What follows belongs to an exercise in optimizing a design on an open flow for small area; a production flow would make more cautious choices. RTL that was checked went through simulation tests only; none was proved equivalent to the original. No activity file was given, so power comes from the tool's default toggle rates.

==> inputs of job 5368 <==
## siggen
module siggen (
    input  wire        clk,
    input  wire        rst,
    input  wire [31:0] now,
    input  wire [3:0]  col,
    input  wire        btn,
    output wire [3:0]  row_sel,
    output reg  [7:0]  dac,
    output wire [3:0]  status,
    output reg         emit,
    output wire        done
);
    reg  [5:0] cnt;
    wire [4:0] bi    = cnt[4:0];
    wire       pass2 = cnt[5];
    wire       bit0  = (bi == 5'd0);
    assign done = (cnt == 6'd63);
    always @(posedge clk) begin
        if (rst) cnt <= 6'd0;
        else     cnt <= cnt + 6'd1;
    end
    wire row_cyc = (cnt[5:3] == 3'd0) && !cnt[0];
    assign row_sel = row_cyc ? (4'b0001 << cnt[2:1]) : 4'b0000;
    reg       found;
    reg [3:0] code;
    always @(posedge clk) begin
        if (row_cyc && (cnt[2:1] == 2'd0 || !found)) begin
            found <= |col;
  ...
Settings: LEC_CHECK=0, ABC_AREA=1, CAP_MARGIN=20, CORE_MARGIN=2, CORE_UTILIZATION=40, SLEW_MARGIN=20; clock period 150.0 ns.
run.sh (not shown) runs the stock make flow with config.mk's settings and CLKGATE_MAP_FILE= SYNTH_SCRIPT=/design/flow/synth_recipe.tcl, a recipe that flattens the netlist after the stock synthesis.
==> job 9899: changes against job 5368 <==
--- a/flow/design.v
+++ b/flow/design.v
@@ -414,12 +414,11 @@
     input  wire        rst,
     input  wire [5:0]  cnt,
     input  wire        commit_a,
     input  wire        commit_b,
     input  wire        emit,
-    input  wire        acc_b,
-    input  wire [8:0]  h,
+    input  wire [15:0] acc,
     input  wire [7:0]  sample,
     input  wire [7:0]  dac,
     output reg  [7:0]  dac_nx
 );
     localparam [15:0] N2500 = 16'd2500;
@@ -427,13 +426,13 @@
     reg [7:0] m;       
     reg [8:0] r;
     wire pdiv = (cnt[5:4] == 2'b10);         
     wire sdiv = (cnt[5:3] == 3'b110);        
     wire pact = pdiv && (commit_a || commit_b);
-    wire n_bit = commit_a ? N2500[~cnt[3:0]] : acc_b;
+    wire n_bit = commit_a ? N2500[~cnt[3:0]] : acc[~cnt[3:0]];
     wire s_bit = sample[~cnt[2:0]];
-    wire [8:0] dv = sdiv ? {1'b0, k} : (commit_a ? h : 9'd250);
+    wire [8:0] dv = sdiv ? {1'b0, k} : (commit_a ? acc[11:3] : 9'd250);
     wire [9:0]  t  = {r, pdiv ? n_bit : (sdiv ? s_bit : 1'b0)};
     wire [10:0] df = {1'b0, t} - {2'b00, dv};
     wire        qb = !df[10] && (pact || sdiv);
     always @(posedge clk) begin
         if (cnt == 6'd47)
@@ -459,35 +458,27 @@
     end
 endmodule
 module siggen_cmd (
     input  wire        clk,
     input  wire        rst,
-    input  wire [5:0]  cnt,
+    input  wire        upd,
     input  wire        key_acc,
     input  wire [3:0]  code,
     output reg  [3:0]  status,
     output wire        commit_a,
     output wire        commit_b,
-    output wire        int_b,      
-    output wire        acc_b,      
-    output wire [8:0]  h           
+    output wire [4:0]  ival,
+    output wire [15:0] acc
 );
     reg [3:0]  len;
     reg [1:0]  pfx;
     reg        num;
-    reg [15:0] acc;
+    reg [15:0] a;
     reg        sat;
-    reg        ge, le;
     reg        gt, lt;
     reg [4:0]  ireg;      
-    reg [2:0]  dly;       
-    reg [1:0]  cy;
-    assign h     = acc[11:3];
-    assign acc_b = acc[~cnt[3:0]];
-    wire upd = (cnt == 6'd63);
-    wire win = (cnt[5:4] == 2'b11);
-    wire [3:0] bi = cnt[3:0];
+    assign acc = a;
     reg       isdig;
     reg [3:0] d;
     always @(*) begin
         isdig = 1'b1;
         case (code)
@@ -502,85 +493,46 @@
             4'd10: d = 4'd9;
             4'd13: d = 4'd0;
             default: begin d = 4'd0; isdig = 1'b0; end
         endcase
     end
-    wire is_d  = (code == 4'd15);
-    wire empty = (len == 4'd0);
-    wire full  = (len == 4'd9);
-    wire pok   = num && (len != 4'd1);
-    wire a_ok  = !sat && ge && le;
-    wire c_ok  = (sat || ge) && !(full && gt);
-    wire cmd   = key_acc && is_d && !empty && pok;
-    wire app   = key_acc && !is_d && !full;      
+    wire        is_d   = (code == 4'd15);
+    wire        empty  = (len == 4'd0);
+    wire        full   = (len == 4'd9);
+    wire        pok    = num && (len != 4'd1);
+    wire        a_ok   = !sat && a >= 16'd100  && a <= 16'd2500;
+    wire        b_ok   = !sat && a >= 16'd2550 && a <= 16'd63750;
+    wire        c_ok   = (sat || a != 16'd0) && !(full && gt);
+    wire        cmd    = key_acc && is_d && !empty && pok;
     assign commit_a = cmd && pfx == 2'd1 && a_ok;
-    assign commit_b = cmd && pfx == 2'd2 && a_ok;
+    assign commit_b = cmd && pfx == 2'd2 && b_ok;
     wire   commit_c = cmd && pfx == 2'd3 && c_ok;
-    reg [4:0] inew;
-    always @(*) begin
-        case (acc[4:0])
-            5'd1:  inew = 5'd20;
-            5'd2:  inew = 5'd10;
-            5'd3:  inew = 5'd6;
-            5'd4:  inew = 5'd5;
-            5'd5:  inew = 5'd4;
-            5'd6:  inew = 5'd3;
-            5'd7, 5'd8, 5'd9, 5'd10: inew = 5'd2;
-            default: inew = 5'd1;
-        endcase
-        if (sat || !le)
-            inew = 5'd0;
-    end
-    wire [4:0] ival = commit_c ? inew : ireg;
-    assign int_b = (cnt[4:3] != 2'd0) ? 1'b0 : (cnt[2:0] == 3'd0) ? ival[0] : (cnt[2:0] == 3'd1) ? ival[1] :
-                   (cnt[2:0] == 3'd2) ? ival[2] : (cnt[2:0] == 3'd3) ? ival[3] :
-                   (cnt[2:0] == 3'd4) ? ival[4] : 1'b0;
+    wire [4:0] inew = (sat || a > 16'd20) ? 5'd0 : (5'd20 / a[4:0]);
+    assign ival = commit_c ? inew : ireg;
     always @(*) begin
         status = 4'd0;
         if (key_acc) begin
             if (is_d) begin
                 if (empty || pfx == 2'd0) status = 4'd6;
                 else if (!pok)            status = 4'd4;
                 else case (pfx)
                     2'd1:    status = a_ok ? 4'd9  : 4'd1;
-                    2'd2:    status = a_ok ? 4'd10 : 4'd2;
+                    2'd2:    status = b_ok ? 4'd10 : 4'd2;
                     default: status = c_ok ? 4'd11 : 4'd3;
                 endcase
             end else if (full)
                 status = 4'd5;
         end
     end
-    wire [8:0] dd  = (pfx == 2'd2) ? d * 9'd51 : {5'd0, d};
-    wire       ddb = (bi < 4'd9) ? dd[bi] : 1'b0;
-    wire [2:0] sum = {2'b00, dly[0]} + {2'b00, dly[2]} + {2'b00, ddb} + {1'b0, cy};
-    wire       nb  = sum[0] && !empty;
-    wire       ovf = (sum[2:1] != 2'd0) || acc[0] || dly[0] || dly[1];
-    localparam [15:0] LO_A = 16'd100,  HI_A = 16'd2500;
-    localparam [15:0] LO_B = 16'd2550, HI_B = 16'd63750;
-    localparam [15:0] LO_C = 16'd1,    HI_C = 16'd20;
-    wire lo_b = (pfx == 2'd1) ? LO_A[bi] : (pfx == 2'd2) ? LO_B[bi] : LO_C[bi];
-    wire hi_b = (pfx == 2'd1) ? HI_A[bi] : (pfx == 2'd2) ? HI_B[bi] : HI_C[bi];
-    wire ge_in = (bi == 4'd0) || ge;
-    wire le_in = (bi == 4'd0) || le;
-    always @(posedge clk) begin
-        if (win && app) begin
-            acc <= {nb, acc[15:1]};
-        end
-        dly <= {dly[1:0], win && acc[0]};
-        cy  <= win ? sum[2:1] : 2'd0;
-    end
-    wire [3:0] ref_d = (len == 4'd1) ? 4'd1 : (len == 4'd2) ? 4'd2 : 4'd0;
+    wire [8:0]  dd = (pfx == 2'd2) ? d * 9'd51 : {5'd0, d};
+    wire [19:0] nv = {4'd0, a} * 20'd10 + {11'd0, dd};
+    wire [3:0]  ref_d = (len == 4'd1) ? 4'd1 : (len == 4'd2) ? 4'd2 : 4'd0;
     always @(posedge clk) begin
         if (rst) begin
             len  <= 4'd0;
             ireg <= 5'd20;
-        end else begin
-            if (win && app && !empty) begin
-                ge <= lo_b ? (nb & ge_in) : (nb | ge_in);
-                le <= nb ? (hi_b & le_in) : (hi_b | le_in);
-            end
-            if (upd) begin
+        end else if (upd) begin
             if (commit_c)
                 ireg <= inew;
             if (key_acc) begin
                 if (is_d || full)
                     len <= 4'd0;
@@ -588,26 +540,25 @@
                     len <= len + 4'd1;
                     if (empty) begin
                         pfx <= (code == 4'd3) ? 2'd1 : (code == 4'd7) ? 2'd2 :
                                (code == 4'd11) ? 2'd3 : 2'd0;
                         num <= 1'b1;
+                        a   <= 16'd0;
                         sat <= 1'b0;
-                        ge  <= 1'b0;
-                        le  <= 1'b1;
                         gt  <= 1'b0;
                         lt  <= 1'b0;
                     end else begin
                         if (!isdig) num <= 1'b0;
-                        sat <= sat || ovf;
+                        a   <= nv[15:0];
+                        sat <= sat || (nv[19:16] != 4'd0);
                         if (!gt && !lt) begin
                             gt <= d > ref_d;
                             lt <= d < ref_d;
                         end
                     end
                 end
             end
-            end
         end
     end
 endmodule
 module siggen (
     input  wire        clk,
@@ -657,11 +608,12 @@
     wire db = now_b ^ tb_b ^ cb_in;
     wire gek_in = bit0 | gek;
     wire geb_in = bit0 | geb;
     wire key_acc = found & gek;
     wire btn_acc = !btn_prev & btn & geb;
-    wire int_b;
+    wire [4:0] ival;
+    wire int_b = (bi < 5'd5) ? ival[bi[2:0]] : 1'b0;
     wire ds    = dl_b ^ int_b ^ cd_in;
     reg btn_prev;
     reg [1:0] sel;
     always @(posedge clk) begin
         tk <= {(pass2 && key_acc) ? now_b : tk[0], tk[31:1]};
@@ -696,24 +648,22 @@
                 btn_prev <= btn;
             end
         end
     end
     wire commit_a, commit_b;
-    wire acc_b;
-    wire [8:0] h;
+    wire [15:0] acc;
     siggen_cmd u_cmd (
         .clk      (clk),
         .rst      (rst),
-        .cnt      (cnt),
+        .upd      (done),
         .key_acc  (key_acc),
         .code     (code),
         .status   (status),
         .commit_a (commit_a),
         .commit_b (commit_b),
-        .int_b    (int_b),
-        .acc_b    (acc_b),
-        .h        (h)
+        .ival     (ival),
+        .acc      (acc)
     );
     reg  [6:0] phase;
     wire [7:0] sample;
     siggen_wave_rom u_rom (
         .sel    (sel),
@@ -726,12 +676,11 @@
         .rst      (rst),
         .cnt      (cnt),
         .commit_a (commit_a),
         .commit_b (commit_b),
         .emit     (emit),
-        .acc_b    (acc_b),
-        .h        (h),
+        .acc      (acc),
         .sample   (sample),
         .dac      (dac),
         .dac_nx   (dac_nx)
     );
     always @(posedge clk) begin
==> qor.csv <==
stage;metric;value;unit
run_status;run status;no timing/DRC/antenna violations;
worst_setup_path;critical path arrival;2950;ps
worst_setup_path;FF-to-FF setup slack;144030;ps
drt;1st-iter DRT viols;1183;
cts;cts bufs inserted;17;
cells_and_area;Seq. cell area;4200;µm²
place;DP Cell Count;2220;
yosys;Seq/Total Area, Yosys;0.335;
power_and_ir_drop;Cell Pwr Density;7.92;nW/µm²
drt;met2 wirelength from detailed routing;17000;µm
Source of the figures above: job 9899

==> qor.csv <==
stage;metric;value;unit
drt;1st-iter DRT viols;988;
cells_and_area;Seq. cell area;4460;µm²
cells_and_area;clock buffers;23;
drt;drt wl/cell;17.0;µm
worst_setup_path;FF-to-FF setup slack;144890;ps
yosys;Seq/Total Area, Yosys;0.389;
sta;Setup violations, final;0;
cts;cts bufs inserted;22;
worst_hold_path;Min-Delay Path Depth;0;
place;DP Cell Count;1980;
power_and_ir_drop;Cell Pwr Density;9.84;nW/µm²
sta;Fmax;30.3;MHz
run_status;run status;no timing/DRC/antenna violations;
worst_setup_path;Critical Path Max Stage Delay;610;ps
Source of the figures above: job 5368

The RTL of job 9899 was laid out without a check of its function.

==> inputs of 10-04 <==
siggen, a different RTL version from the one above (not shown whole).
==> module siggen, before the edit <==
module siggen (
    input  wire        clk,
    input  wire        rst,
    input  wire [31:0] now,
    input  wire [3:0]  col,
    input  wire        btn,
    output wire [3:0]  row_sel,
    output reg  [7:0]  dac,
    output wire [3:0]  status,
    output reg         emit,
    output wire        done
);
    reg  [5:0] cnt;
    wire [4:0] bi    = cnt[4:0];
    wire       pass2 = cnt[5];
    wire       bit0  = (bi == 5'd0);
    assign done = (cnt == 6'd63);
    always @(posedge clk) begin
        if (rst) cnt <= 6'd0;
        else     cnt <= cnt + 6'd1;
    end
    wire row_cyc = (cnt[5:3] == 3'd0) && !cnt[0];
    assign row_sel = row_cyc ? (4'b0001 << cnt[2:1]) : 4'b0000;
    reg       found;
    reg [3:0] code;
    always @(posedge clk) begin
        if (row_cyc && (cnt[2:1] == 2'd0 || !found)) begin
            found <= |col;
            code  <= {cnt[2:1], col[0] ? 2'd0 : col[1] ? 2'd1 : col[2] ? 2'd2 : 2'd3};
        end
    end
    wire now_b = now[bi];
    reg [31:0] tk, tb, dl;       
    reg        first;            
    reg        ck, cb, cd, ca;   
    reg        gek, geb;         
    wire int_b;
    wire ca_in = ca;
    wire da    = emit & int_b;
    wire dl_b  = first ? now_b : (dl[0] ^ da ^ ca_in);
    wire tk_b = tk[0] & !first;
    wire tb_b = tb[0] & !first;
    wire c500 = (bi == 5'd2) || (bi >= 5'd4 && bi <= 5'd8);
    wire c300 = (bi == 5'd2) || (bi == 5'd3) || (bi == 5'd5) || (bi == 5'd8);
    wire ck_in = ck;
    wire cb_in = cb;
    wire cd_in = cd;
    wire dk = now_b ^ tk_b ^ ck_in;
    wire db = now_b ^ tb_b ^ cb_in;
    wire gek_in = bit0 | gek;
    wire geb_in = bit0 | geb;
    wire key_acc = found & gek;
    wire btn_acc = !btn_prev & btn & geb;
    reg btn_prev;
    reg [1:0] sel;
    always @(posedge clk) begin
        tk <= {(pass2 && key_acc) ? now_b : tk_b, tk[31:1]};
        tb <= {(pass2 && btn_acc) ? now_b : tb_b, tb[31:1]};
        dl <= {pass2 ? dl[0] : dl_b, dl[31:1]};
        if (!pass2 && !rst) begin
            ck  <= (!now_b & tk_b) | (!(now_b ^ tk_b) & ck_in);
            cb  <= (!now_b & tb_b) | (!(now_b ^ tb_b) & cb_in);
            cd  <= (!now_b & dl_b) | (!(now_b ^ dl_b) & cd_in);
            ca  <= (dl[0] & da) | ((dl[0] ^ da) & ca_in);
            gek <= c500 ? (dk & gek_in) : (dk | gek_in);
            geb <= c300 ? (db & geb_in) : (db | geb_in);
            if (bi == 5'd31)
                emit <= !(now_b ^ dl_b ^ cd_in);
        end else begin
            ck <= 1'b0;
            cb <= 1'b0;
            cd <= 1'b0;
            ca <= 1'b0;
        end
    end
    always @(posedge clk) begin
        if (rst) begin
            first    <= 1'b1;
            btn_prev <= 1'b0;
            sel      <= 2'd0;
        end else begin
            if (cnt == 6'd32 && btn_acc)
                sel <= sel + 2'd1;
            if (done) begin
                first    <= 1'b0;
                btn_prev <= btn;
            end
        end
    end
    wire commit_a, commit_b, commit_c, c_small;
    wire [4:0] acc_lo;
    wire acc_b;
    wire [8:0] h;
    siggen_cmd u_cmd (
        .clk      (clk),
        .rst      (rst),
        .cnt      (cnt),
        .key_acc  (key_acc),
        .code     (code),
        .status   (status),
        .commit_a (commit_a),
        .commit_b (commit_b),
        .commit_c (commit_c),
        .c_small  (c_small),
        .acc_b    (acc_b),
        .h        (h),
        .acc_lo   (acc_lo)
    );
    reg        half;       
    reg  [5:0] x;
    wire       s_b;
    siggen_wave_rom u_rom (
        .clk    (clk),
        .cnt    (cnt),
        .sel    (sel),
        .half   (half),
        .x      (x),
        .s_b    (s_b)
    );
    wire [7:0] dac_nx;
    siggen_transform u_xf (
        .clk      (clk),
        .rst      (rst),
        .cnt      (cnt),
        .commit_a (commit_a),
        .commit_b (commit_b),
        .commit_c (commit_c),
        .c_small  (c_small),
        .acc_lo   (acc_lo),
        .emit     (emit),
        .acc_b    (acc_b),
        .h        (h),
        .s_b      (s_b),
        .dac      (dac),
        .dac_nx   (dac_nx),
        .int_b    (int_b)
    );
    always @(posedge clk) begin
        dac <= dac_nx;
        if (rst) begin
            half <= 1'b0;
            x    <= 6'd0;
        end else if (cnt == 6'd56 && emit) begin
            if (!half && x == 6'd49) begin
                half <= 1'b1;
                x    <= 6'd50;
            end else if (half && x == 6'd1) begin
                half <= 1'b0;
                x    <= 6'd0;
            end else
                x <= half ? x - 6'd1 : x + 6'd1;
        end
    end
endmodule
==> flow/config.mk <==
export PLATFORM = sky130hd
export DESIGN_NAME = siggen
export DESIGN_NICKNAME = siggen
export VERILOG_FILES = /design/flow/design.v
export SDC_FILE = /design/flow/constraint.sdc
export NUM_CORES = 4
export LEC_CHECK = 0
export ABC_AREA = 1
export CAP_MARGIN = 20
export CORE_MARGIN = 2
export CORE_UTILIZATION = 40
export SLEW_MARGIN = 20
==> flow/constraint.sdc <==
create_clock -name core_clock -period 150.0 [get_ports {clk}]
set_input_delay 30.0000 -clock core_clock [delete_from_list [all_inputs] [get_ports {clk}]]
set_output_delay 30.0000 -clock core_clock [all_outputs]
set_load 0.01 [all_outputs]
standard.sh (not shown) runs the stock make flow with config.mk's settings and CLKGATE_MAP_FILE= SYNTH_SCRIPT=/design/flow/synth_recipe.tcl, a recipe that flattens the netlist after the stock synthesis.
==> flow/flow/run.sh <==
#!/bin/bash
# Layout flow: the standard layout (standard.sh) with these changes:
# - synthesis maps the combinational logic with flow/abc.script (an area-oriented ABC
#   script, amap) and skips Yosys's extract_fa pass, so adders are mapped by ABC like the
#   other logic; everything before the mapping, the flip-flops included, is the standard
#   synthesis;
# - the port buffers are sky130_fd_sc_hd__buf_1;
# - the clock tree uses clkbuf_16 buffers in larger clusters in small clusters and no dummy loads.
set -euo pipefail
W=$(pwd)
export MY_ABC="$W/flow/abc.script"
export MY_NOFA=1
CTS="-sink_clustering_enable -repair_clock_nets -buf_list sky130_fd_sc_hd__clkbuf_16 -root_buf sky130_fd_sc_hd__clkbuf_8 -sink_clustering_size 30 -sink_clustering_max_diameter 80 -dont_use_dummy_load"
bash standard.sh SYNTH_SCRIPT="$W/flow/my_synth.tcl" \
  "BUFFER_PORTS_ARGS=-buffer_cell sky130_fd_sc_hd__buf_1" \
  "CTS_ARGS=$CTS" finish > "$W/layout.log" 2>&1
==> flow/flow/abc.script <==
strash
&get -n
&deepsyn -T 60
&put
dch -f
amap
topo
==> flow/flow/my_synth.tcl <==
proc synth {args} { yosys synth -nofsm -noshare {*}$args }
proc abc {args} {
  if {[info exists ::env(MY_ABC)] && $::env(MY_ABC) ne ""} {
    set i [lsearch $args -script]
    lset args [expr {$i + 1}] $::env(MY_ABC)
  }
  yosys abc {*}$args
}
if {[info exists ::env(MY_NOFA)] && $::env(MY_NOFA) eq "1"} {
  proc extract_fa {args} { }
}
source $::env(SCRIPTS_DIR)/synth.tcl
# left out here: clear keep_hierarchy, flatten, clean up, hide names made inside functions, write 1_2_yosys.v
==> 08-07 (differences from 10-04) <==
--- a/flow/design.v
+++ b/flow/design.v
@@ -347,20 +347,20 @@
     end
     wire now_b = now[bi];
     reg [31:0] tk, tb, dl;       
-    reg        first;            
+    reg        tkz, tbz, first;  
     reg        ck, cb, cd, ca;   
     reg        gek, geb;         
     wire int_b;
-    wire ca_in = ca;
+    wire ca_in = !bit0 & ca;
     wire da    = emit & int_b;
     wire dl_b  = first ? now_b : (dl[0] ^ da ^ ca_in);
-    wire tk_b = tk[0] & !first;
-    wire tb_b = tb[0] & !first;
+    wire tk_b = tk[0] & !tkz;
+    wire tb_b = tb[0] & !tbz;
     wire c500 = (bi == 5'd2) || (bi >= 5'd4 && bi <= 5'd8);
     wire c300 = (bi == 5'd2) || (bi == 5'd3) || (bi == 5'd5) || (bi == 5'd8);
-    wire ck_in = ck;
-    wire cb_in = cb;
-    wire cd_in = cd;
+    wire ck_in = !bit0 & ck;
+    wire cb_in = !bit0 & cb;
+    wire cd_in = !bit0 & cd;
     wire dk = now_b ^ tk_b ^ ck_in;
     wire db = now_b ^ tb_b ^ cb_in;
     wire gek_in = bit0 | gek;
@@ -370,10 +370,10 @@
     reg btn_prev;
     reg [1:0] sel;
     always @(posedge clk) begin
-        tk <= {(pass2 && key_acc) ? now_b : tk_b, tk[31:1]};
-        tb <= {(pass2 && btn_acc) ? now_b : tb_b, tb[31:1]};
+        tk <= {(pass2 && key_acc) ? now_b : tk[0], tk[31:1]};
+        tb <= {(pass2 && btn_acc) ? now_b : tb[0], tb[31:1]};
         dl <= {pass2 ? dl[0] : dl_b, dl[31:1]};
-        if (!pass2 && !rst) begin
+        if (!pass2) begin
             ck  <= (!now_b & tk_b) | (!(now_b ^ tk_b) & ck_in);
             cb  <= (!now_b & tb_b) | (!(now_b ^ tb_b) & cb_in);
             cd  <= (!now_b & dl_b) | (!(now_b ^ dl_b) & cd_in);
@@ -382,15 +382,12 @@
             geb <= c300 ? (db & geb_in) : (db | geb_in);
             if (bi == 5'd31)
                 emit <= !(now_b ^ dl_b ^ cd_in);
-        end else begin
-            ck <= 1'b0;
-            cb <= 1'b0;
-            cd <= 1'b0;
-            ca <= 1'b0;
         end
     end
     always @(posedge clk) begin
         if (rst) begin
+            tkz      <= 1'b1;
+            tbz      <= 1'b1;
             first    <= 1'b1;
             btn_prev <= 1'b0;
             sel      <= 2'd0;
@@ -398,6 +395,8 @@
             if (cnt == 6'd32 && btn_acc)
                 sel <= sel + 2'd1;
             if (done) begin
+                if (key_acc) tkz <= 1'b0;
+                if (btn_acc) tbz <= 1'b0;
                 first    <= 1'b0;
                 btn_prev <= btn;
             end
==> flow/flow/run.sh (replaced) <==
#!/bin/bash
# Layout flow: the standard layout (standard.sh), with one change to synthesis: the
# combinational logic is mapped with flow/abc.script (an area-oriented ABC script, amap)
# and Yosys's extract_fa pass is skipped, so adders are mapped by ABC like the other logic.
# Everything before the mapping, the flip-flops included, is the standard synthesis.
set -euo pipefail
W=$(pwd)
export MY_ABC="$W/flow/abc.script"
export MY_NOFA=1
bash standard.sh SYNTH_SCRIPT="$W/flow/my_synth.tcl" finish > "$W/layout.log" 2>&1
==> flow/flow/abc.script (replaced) <==
strash
dc2
dch -f
amap
topo
dnsize -c
==> 06-10 (differences from 10-04) <==
--- a/flow/design.v
+++ b/flow/design.v
@@ -347,20 +347,20 @@
     end
     wire now_b = now[bi];
     reg [31:0] tk, tb, dl;       
-    reg        first;            
+    reg        tkz, tbz, first;  
     reg        ck, cb, cd, ca;   
     reg        gek, geb;         
     wire int_b;
-    wire ca_in = ca;
+    wire ca_in = !bit0 & ca;
     wire da    = emit & int_b;
     wire dl_b  = first ? now_b : (dl[0] ^ da ^ ca_in);
-    wire tk_b = tk[0] & !first;
-    wire tb_b = tb[0] & !first;
+    wire tk_b = tk[0] & !tkz;
+    wire tb_b = tb[0] & !tbz;
     wire c500 = (bi == 5'd2) || (bi >= 5'd4 && bi <= 5'd8);
     wire c300 = (bi == 5'd2) || (bi == 5'd3) || (bi == 5'd5) || (bi == 5'd8);
-    wire ck_in = ck;
-    wire cb_in = cb;
-    wire cd_in = cd;
+    wire ck_in = !bit0 & ck;
+    wire cb_in = !bit0 & cb;
+    wire cd_in = !bit0 & cd;
     wire dk = now_b ^ tk_b ^ ck_in;
     wire db = now_b ^ tb_b ^ cb_in;
     wire gek_in = bit0 | gek;
@@ -370,10 +370,10 @@
     reg btn_prev;
     reg [1:0] sel;
     always @(posedge clk) begin
-        tk <= {(pass2 && key_acc) ? now_b : tk_b, tk[31:1]};
-        tb <= {(pass2 && btn_acc) ? now_b : tb_b, tb[31:1]};
+        tk <= {(pass2 && key_acc) ? now_b : tk[0], tk[31:1]};
+        tb <= {(pass2 && btn_acc) ? now_b : tb[0], tb[31:1]};
         dl <= {pass2 ? dl[0] : dl_b, dl[31:1]};
-        if (!pass2 && !rst) begin
+        if (!pass2) begin
             ck  <= (!now_b & tk_b) | (!(now_b ^ tk_b) & ck_in);
             cb  <= (!now_b & tb_b) | (!(now_b ^ tb_b) & cb_in);
             cd  <= (!now_b & dl_b) | (!(now_b ^ dl_b) & cd_in);
@@ -382,15 +382,12 @@
             geb <= c300 ? (db & geb_in) : (db | geb_in);
             if (bi == 5'd31)
                 emit <= !(now_b ^ dl_b ^ cd_in);
-        end else begin
-            ck <= 1'b0;
-            cb <= 1'b0;
-            cd <= 1'b0;
-            ca <= 1'b0;
         end
     end
     always @(posedge clk) begin
         if (rst) begin
+            tkz      <= 1'b1;
+            tbz      <= 1'b1;
             first    <= 1'b1;
             btn_prev <= 1'b0;
             sel      <= 2'd0;
@@ -398,6 +395,8 @@
             if (cnt == 6'd32 && btn_acc)
                 sel <= sel + 2'd1;
             if (done) begin
+                if (key_acc) tkz <= 1'b0;
+                if (btn_acc) tbz <= 1'b0;
                 first    <= 1'b0;
                 btn_prev <= btn;
             end
==> flow/flow/run.sh (replaced) <==
#!/bin/bash
# Layout flow: the standard layout (standard.sh) with these changes:
# - synthesis maps the combinational logic with flow/abc.script (an area-oriented ABC
#   script, amap) and skips Yosys's extract_fa pass, so adders are mapped by ABC like the
#   other logic; everything before the mapping, the flip-flops included, is the standard
#   synthesis;
# - the port buffers are sky130_fd_sc_hd__buf_1;
# - the clock tree uses clkbuf_4 buffers in small clusters and no dummy loads.
set -euo pipefail
W=$(pwd)
export MY_ABC="$W/flow/abc.script"
export MY_NOFA=1
CTS="-sink_clustering_enable -repair_clock_nets -buf_list sky130_fd_sc_hd__clkbuf_4 -root_buf sky130_fd_sc_hd__clkbuf_4 -sink_clustering_size 8 -sink_clustering_max_diameter 40 -dont_use_dummy_load"
bash standard.sh SYNTH_SCRIPT="$W/flow/my_synth.tcl" \
  "BUFFER_PORTS_ARGS=-buffer_cell sky130_fd_sc_hd__buf_1" \
  "CTS_ARGS=$CTS" finish > "$W/layout.log" 2>&1
==> flow/flow/abc.script (replaced) <==
strash
dc2
dch -f
amap
topo
dnsize -c
==> reports/results.ini <==
[finish]
nClkBuffers=12
multi_input_area_mm2=0.003052
fin_cells=1229
buffer_area_share_pct=2.829
layout_common_cells=nor2_1, dfxtp_1, clkinv_1
comb.multi_input.count=583

[synthesis]
synth-seq-area-share_pct=56.47
synth_edf_count=40

[critical_path]
critical_path_depth=13
cp_slowest_cell=or4b_1
reg2regPathDepth=43

[pwr]
ir_worst_vdd_uv=7.837
p_comb_share_pct=6.4

[detailed_routing]
drt-met1-wl_um=9529
drt-total-wl_um=19610

[global_routing]
grtUsageMet3_pct=2.550

[outcome]
outcome=no timing/DRC/antenna violations

[hold_path]
hold_end=tb[6]$_DFF_P_

[sta]
timing.hold.ws_ps=306.6

[placed_design]
dp_hpwl_um=14270

That was 10-04.
==> reports/results.ini <==
[pwr]
p_comb_share_pct=6.5
ir_worst_vdd_uv=6.480

[critical_path]
reg2regPathDepth=28
critical_path_depth=9
cp_slowest_cell=nor2_1

[finish]
layout_common_cells=nor2_1, dfxtp_1, clkinv_1
nClkBuffers=37
multi_input_area_mm2=0.003417

[detailed_routing]
drt-met1-wl_um=10050

[outcome]
outcome=no timing/DRC/antenna violations

[synthesis]
synth_edf_count=44
synth-seq-area-share_pct=54.57

That was 06-10.
==> reports/results.ini <==
[outcome]
outcome=no timing/DRC/antenna violations

[pwr]
p_comb_share_pct=5.7
ir_worst_vdd_uv=7.502

[global_routing]
grtUsageMet3_pct=3.282

[finish]
fin_cells=1321
layout_common_cells=nor2_1, dfxtp_1, clkinv_1
multi_input_area_mm2=0.003420
nClkBuffers=27

[synthesis]
synth-seq-area-share_pct=54.57
synth_edf_count=44

[critical_path]
cp_slowest_cell=nor4_1

[hold_path]
hold_end=dl[11]$_DFF_P_

[placed_design]
dp_hpwl_um=14640

[detailed_routing]
drt-total-wl_um=20760

That was 08-07.

[re-timing with driven ports]
The flow's constraints put no driver on any port. The routed layouts listed below were extracted and timed again, unchanged, in two steps.
Step 1 (the two cells are an assumption about what drives the block):
set clk [get_ports {clk}]
set_driving_cell -lib_cell sky130_fd_sc_hd__clkbuf_16 $clk
set_driving_cell -lib_cell sky130_fd_sc_hd__buf_2 [delete_from_list [all_inputs] $clk]
Step 2, shift: input delay + t, output delay - t, t = (earliest + latest rising clock arrival at the registers) / 2. This alone moves slack from input paths to output paths.
a / b / c = ideal / step 1 / step 2; a / b = the first two.
run | shift t [ns] | setup slack, ns | worst slew at a driven data input, ns | cell pins on the clock port's net
job 5368 | 0.557 | 117.035 / 116.991 / 117.215 | 0.05 | 1
job 9899 | 0.489 | 117.053 / 117.005 / 117.328 | 0.05 | 1
10-04 | 0.511 | 116.361 / 116.322 / 116.832 | 0.04 | 1
08-07 | 0.557 | 115.948 / 115.900 / 116.457 | 0.03 | 1
06-10 | 0.627 | 115.959 / 115.915 / 116.543 | 0.04 | 1
After both steps setup and hold are still met in every run listed.
